From an optimization exercise on the open Yosys and OpenROAD flow, aimed at small area, a short achievable clock period and few clock cycles; shortcuts taken in it are not production practice. The RTL was checked by simulation tests, not by an equivalence proof against the original design. No activity file was given, so power comes from the tool's default toggle rates.

Design lz77_enc, start of the top module:
module lz77_enc (
    input  wire        clk,
    input  wire        rst,              
    input  wire        in_valid,
    output wire        in_ready,
    input  wire [23:0] in_pixel,         
    input  wire        in_last,          
    output wire        out_valid,
    input  wire        out_ready,
    output wire [7:0]  out_byte,
    output wire        out_last          
);
clock: 10.0 ns
lec_check: 0
cap_margin: 20
core_margin: 2
core_utilization: 65
cts_buf_list: sky130_fd_sc_hd__clkbuf_8
cts_cluster_diameter: 80
cts_cluster_size: 30
slew_margin: 20
standard.sh (not shown) runs the stock make flow with config.mk's settings and CLKGATE_MAP_FILE= SYNTH_SCRIPT=/design/flow/synth_recipe.tcl, a recipe that flattens the netlist after the stock synthesis.
==> flow/flow/run.sh <==
#!/bin/bash
# Custom flow: the standard layout, with timing repair aiming for
# 7.3 ns of setup slack instead of the flow default, so that the resizer
# also works on paths that already meet the clock, and a clock tree built
# without dummy loads. Logs are kept here.
bash standard.sh SETUP_SLACK_MARGIN=7.3 \
  "CTS_ARGS=-sink_clustering_enable -repair_clock_nets -dont_use_dummy_load -sink_clustering_size 30 -sink_clustering_max_diameter 80 -root_buf sky130_fd_sc_hd__clkbuf_16 -buf_list sky130_fd_sc_hd__clkbuf_8" \
  finish > standard.log 2>&1
Testbench counts at the start, summed over its fixed seeds: cycles 70,407.
Rerun with:
--- a/flow/flow/run.sh
+++ b/flow/flow/run.sh
@@ -7 +7 @@
-  "CTS_ARGS=-sink_clustering_enable -repair_clock_nets -dont_use_dummy_load -sink_clustering_size 30 -sink_clustering_max_diameter 80 -root_buf sky130_fd_sc_hd__clkbuf_16 -buf_list sky130_fd_sc_hd__clkbuf_8" \
+  "CTS_ARGS=-sink_clustering_enable -repair_clock_nets -dont_use_dummy_load -sink_clustering_size 30 -sink_clustering_max_diameter 80 -buf_list sky130_fd_sc_hd__clkbuf_8" \
Settings changed: CORE_UTILIZATION 65 to 40.
Result:
- power drops by 0.55%
- worst setup slack is worse by 0.087 ns
- routed wire length goes up by 0.56%
- synthesized area is unchanged
- design area rose by 1.6%
- die area went up by 60%
- cell count increases by 9.6%
- global-route usage went down by 9.7 points
- synthesized cell count does not change
- non-clock buffer count went down by 1
Rerun with:
==> flow/flow/run.sh (replaced) <==
#!/bin/bash
# Custom flow: the standard layout, with timing repair aiming for
# 7.6 ns of setup slack instead of the flow default, so that the resizer
# also works on paths that already meet the clock, and a clock tree built
# without dummy loads. Logs are kept here.
bash standard.sh SETUP_SLACK_MARGIN=7.6 \
  "CTS_ARGS=-sink_clustering_enable -repair_clock_nets -dont_use_dummy_load -sink_clustering_size 30 -sink_clustering_max_diameter 80 -root_buf sky130_fd_sc_hd__clkbuf_16 -buf_list sky130_fd_sc_hd__clkbuf_4" \
  finish > standard.log 2>&1
Settings changed: CORE_UTILIZATION 40 to 65.
The changed run produced a clean layout.
Final area rose by a few percent.
Utilization grows by 31 points.
Cell count shrinks by a few percent.
Wire length goes up by a few percent.
Setup slack is better by 0.093 ns.
Total power goes up by a few percent.
Die area fell by well over a third.
Via count went up by a few percent.
Critical path depth is unchanged.
Sequential share of layout area falls by 0.91 points.
Rerun with:
==> flow/flow/run.sh (replaced) <==
#!/bin/bash
# Custom flow: the standard layout, with timing repair aiming for
# 7.3 ns of setup slack instead of the flow default, so that the resizer
# also works on paths that already meet the clock. Logs are kept here.
bash standard.sh SETUP_SLACK_MARGIN=7.3 finish > standard.log 2>&1
Settings changed: CORE_UTILIZATION 65 to 40.
What happened:
- The new run passed the timing, DRC and antenna checks
- flip-flop and latch count is unchanged
- worst setup slack is worse by 0.096 ns
- combinational power falls by about 10%
- global-route usage falls by 9.4 points
- sequential power rises by about 0.5%
Rerun with:
==> flow/flow/run.sh (replaced) <==
#!/bin/bash
# Custom flow: the standard layout, with timing repair aiming for
# 7.3 ns of setup slack instead of the flow default, so that the resizer
# also works on paths that already meet the clock, and a clock tree built
# without dummy loads. Logs are kept here.
bash standard.sh SETUP_SLACK_MARGIN=7.3 \
  "CTS_ARGS=-sink_clustering_enable -repair_clock_nets -dont_use_dummy_load -sink_clustering_size 30 -sink_clustering_max_diameter 80 -root_buf sky130_fd_sc_hd__clkbuf_16 -buf_list sky130_fd_sc_hd__clkbuf_8" \
  finish > standard.log 2>&1
=>
- die area stays the same
- global-route usage hardly moves
- fmax goes up by 2.8%
- power goes down by 4.4%

---

The RTL this note starts from:
==> flow/design.v <==
module lz77_enc (
    input  wire        clk,
    input  wire        rst,              
    input  wire        in_valid,
    output wire        in_ready,
    input  wire [23:0] in_pixel,         
    input  wire        in_last,          
    output wire        out_valid,
    input  wire        out_ready,
    output wire [7:0]  out_byte,
    output wire        out_last          
);
    reg [11:0] pbuf;
    reg [1:0]  pcnt;                     
    reg        plast;                    
    reg        pfirst;                   
    reg        nfirst;                   
    reg        rdy;                      
    reg [67:0] sw;                       
    reg [15:0] alive;                    
    reg [3:0]  cur_len;                  
    reg        flush;                    
    reg        o_valid, s_valid;
    reg [7:0]  o_byte,  s_byte;
    reg        o_last,  s_last;
    wire       have    = (pcnt != 2'd0);
    wire       step    = have && !s_valid;
    wire [3:0] x       = pbuf[11:8];
    wire       is_end  = plast && (pcnt == 2'd1);
    reg [15:0] m;
    integer o;
    always @* begin
        for (o = 0; o < 16; o = o + 1)
            m[o] = (sw[4*o +: 4] == x);
    end
    wire [15:0] a      = alive & m;
    wire        ends   = (cur_len == 4'd9) || (a == 16'd0);
    reg [3:0] best;
    always @* begin
        best = 4'd0;
        for (o = 0; o < 16; o = o + 1)
            if (alive[o]) best = o;
    end
    wire [7:0] tok = (cur_len == 4'd1) ? {1'b0, sw[67:64], 3'b000}
                                       : {1'b1, cur_len[2:0] - 3'd2, best};
    wire emit = !s_valid && (flush || (have && !pfirst && cur_len != 4'd0 && ends));
    wire take_in = in_valid && rdy;
    wire o_free  = !o_valid || out_ready;
    wire [1:0] pcnt_n    = take_in ? 2'd3 : (step ? pcnt - 2'd1 : pcnt);
    wire       s_valid_n = s_valid ? !o_free : (emit && !o_free);
    assign in_ready  = rdy;
    assign out_valid = o_valid;
    assign out_byte  = o_byte;
    assign out_last  = o_last;
    always @(posedge clk) begin
        if (rst) begin
            pcnt    <= 2'd0;
            nfirst  <= 1'b1;
            rdy     <= 1'b1;
            flush   <= 1'b0;
            o_valid <= 1'b0;
            s_valid <= 1'b0;
        end else begin
            pcnt    <= pcnt_n;
            rdy     <= (pcnt_n == 2'd0) || (pcnt_n == 2'd1 && !s_valid_n);
            s_valid <= s_valid_n;
            if (take_in)
                nfirst <= in_last;
            if (!s_valid)
                flush <= step && !pfirst && is_end;
            if (o_free)
                o_valid <= s_valid || emit;
        end
    end
    wire        sw_hold  = !step;
    wire        sw_slide = step && !pfirst;
    wire        sw_seed  = step && pfirst;
    wire [67:0] sw_n = ({68{sw_hold}}  & sw)
                     | ({68{sw_slide}} & {x, sw[67:4]})
                     | ({68{sw_seed}}  & {17{x}});
    wire        restart  = (cur_len == 4'd0) || ends;
    wire [15:0] alive_n  = ({16{sw_hold}} & alive)
                         | ({16{sw_slide}} & m & (alive | {16{restart}}));
    wire        pb_load  = rdy;
    wire        pb_shift = !rdy && step;
    wire        pb_hold  = !rdy && !step;
    wire [11:0] pbuf_n   = ({12{pb_load}}  & {in_pixel[23:20], in_pixel[15:12], in_pixel[7:4]})
                         | ({12{pb_shift}} & {pbuf[7:0], 4'd0})
                         | ({12{pb_hold}}  & pbuf);
    wire        plast_n  = (pb_load & in_last) | (!pb_load & plast);
    wire        pfirst_n = (pb_load & nfirst)  | (pb_hold & pfirst);
    wire        cl_one   = step && (pfirst || restart);
    wire        cl_inc   = step && !pfirst && !restart;
    wire        cl_hold  = !step && !(flush && !s_valid);
    wire [3:0]  cur_len_n = ({4{cl_one}}  & 4'd1)
                          | ({4{cl_inc}}  & (cur_len + 4'd1))
                          | ({4{cl_hold}} & cur_len);
    wire        ob_skid  = o_free && s_valid;
    wire        ob_tok   = o_free && !s_valid;
    wire [7:0]  o_byte_n = ({8{ob_skid}} & s_byte) | ({8{ob_tok}} & tok) | ({8{!o_free}} & o_byte);
    wire        o_last_n = (ob_skid & s_last) | (ob_tok & flush) | (!o_free & o_last);
    always @(posedge clk) begin
        sw    <= sw_n;
        alive <= alive_n;
        pbuf    <= pbuf_n;
        plast   <= plast_n;
        pfirst  <= pfirst_n;
        cur_len <= cur_len_n;
        o_byte  <= o_byte_n;
        o_last  <= o_last_n;
        if (!s_valid) begin
            s_byte <= tok;
            s_last <= flush;
        end
    end
endmodule
clock: 10.0 ns
lec_check: 0
cap_margin: 20
core_margin: 2
core_utilization: 40
cts_buf_list: sky130_fd_sc_hd__clkbuf_8
cts_cluster_diameter: 80
cts_cluster_size: 30
slew_margin: 20
==> flow/flow/run.sh <==
#!/bin/bash
# Custom flow: the standard layout, with timing repair aiming for
# 7.3 ns of setup slack instead of the flow default, so that the resizer
# also works on paths that already meet the clock, and a clock tree built
# without dummy loads. Logs are kept here.
bash standard.sh SETUP_SLACK_MARGIN=7.3 \
  "CTS_ARGS=-sink_clustering_enable -repair_clock_nets -dont_use_dummy_load -sink_clustering_size 64 -sink_clustering_max_diameter 300 -buf_list sky130_fd_sc_hd__clkbuf_16" \
  finish > standard.log 2>&1
Testbench counts at the start, summed over its fixed seeds: cycles 70,407.
Edit:
==> flow/flow/run.sh (replaced) <==
#!/bin/bash
# Custom flow: the standard layout, with timing repair aiming for
# 7.45 ns of setup slack instead of the flow default, so that the resizer
# also works on paths that already meet the clock, and a clock tree built
# without dummy loads. Logs are kept here.
bash standard.sh SETUP_SLACK_MARGIN=7.45 \
  "CTS_ARGS=-sink_clustering_enable -repair_clock_nets -dont_use_dummy_load -sink_clustering_size 30 -sink_clustering_max_diameter 80 -root_buf sky130_fd_sc_hd__clkbuf_16 -buf_list sky130_fd_sc_hd__clkbuf_8" \
  finish > standard.log 2>&1
- CORE_UTILIZATION: 40 -> 80
The changed run produced a clean layout.
Core utilization came out higher by 43 points.
Worst hold slack hardly moves.
Count of clock-buffer cells in the layout is unchanged.
Edit:
==> flow/flow/run.sh (replaced) <==
#!/bin/bash
# Custom flow: the standard layout, with timing repair aiming for
# 7.6 ns of setup slack instead of the flow default, so that the resizer
# also works on paths that already meet the clock. Logs are kept here.
bash standard.sh SETUP_SLACK_MARGIN=7.6 finish > standard.log 2>&1
- CORE_UTILIZATION: 80 -> 40
- final area goes up by a few percent
- first-iteration DRC count goes down by well over a third
- setup slack degrades by 0.11 ns
- sequential power goes down by a few percent
- global-route usage goes down by 19 points
- worst hold slack is about the same
Edit:
==> flow/flow/run.sh (replaced) <==
#!/bin/bash
# Custom flow: the standard layout, with timing repair aiming for
# 7.3 ns of setup slack instead of the flow default, so that the resizer
# also works on paths that already meet the clock, and a clock tree built
# without dummy loads. Logs are kept here.
bash standard.sh SETUP_SLACK_MARGIN=7.3 \
  "CTS_ARGS=-sink_clustering_enable -repair_clock_nets -dont_use_dummy_load -sink_clustering_size 30 -sink_clustering_max_diameter 80 -root_buf sky130_fd_sc_hd__clkbuf_16 -buf_list sky130_fd_sc_hd__clkbuf_4" \
  finish > standard.log 2>&1
- CORE_UTILIZATION: 40 -> 65
What happened:
- critical path depth stays the same
- sequential power climbs by about 5%
- cell count falls by 10%
- maximum frequency goes up by 3.9%
- die area decreases by 37%
- final area fell by 7.4%
- via count drops by 0.42%

==> re-timing with driven ports <==
The flow's constraints put no driver on any port. The routed layouts listed below were extracted and timed again, unchanged, in two steps.
Step 1, drivers: a clkbuf_16 drives clk and a buf_2 each remaining input, both assumed.
Step 2, shift: input delay + t, output delay - t, t = (earliest + latest rising clock arrival at the registers) / 2. This alone moves slack from input paths to output paths.
a / b / c = ideal / step 1 / step 2; a / b = the first two.
| run | t, ns | slack for setup (ns) | hold slack, ns | clock arrival spread, ns | pins driven straight from the clock port |
|---|---|---|---|---|---|
| the first run of note 1 | 0.385 | 7.183 / 7.146 / 6.921 | 0.448 / 0.448 / 0.448 | 0.022 / 0.021 | 1 |
| the second run of note 1 | 0.461 | 7.096 / 7.062 / 6.904 | 0.451 / 0.451 / 0.451 | 0.019 / 0.019 | 1 |
| the third run of note 1 | 0.381 | 7.189 / 7.148 / 7.203 | 0.454 / 0.454 / 0.454 | 0.044 / 0.045 | 1 |
| the fourth run of note 1 | 0.466 | 7.093 / 7.058 / 6.879 | 0.452 / 0.452 / 0.452 | 0.011 / 0.011 | 1 |
| the fifth run of note 1 | 0.393 | 7.173 / 7.131 / 7.033 | 0.451 / 0.451 / 0.451 | 0.018 / 0.019 | 1 |
| the first run of note 2 | 0.450 | 7.131 / 7.088 / 7.043 | 0.450 / 0.450 / 0.450 | 0.012 / 0.012 | 1 |
| the second run of note 2 | 0.392 | 7.180 / 7.142 / 7.114 | 0.453 / 0.453 / 0.453 | 0.029 / 0.029 | 1 |
| the third run of note 2 | 0.488 | 7.072 / 7.034 / 7.192 | 0.451 / 0.451 / 0.451 | 0.011 / 0.012 | 1 |
| the fourth run of note 2 | 0.374 | 7.183 / 7.146 / 6.945 | 0.453 / 0.453 / 0.453 | 0.040 / 0.039 | 1 |
After both steps setup and hold are still met in every run listed. For the first run of note 1, which loses most, drivers alone change the setup slack by -0.037 ns; drivers and shift together by -0.262 ns.
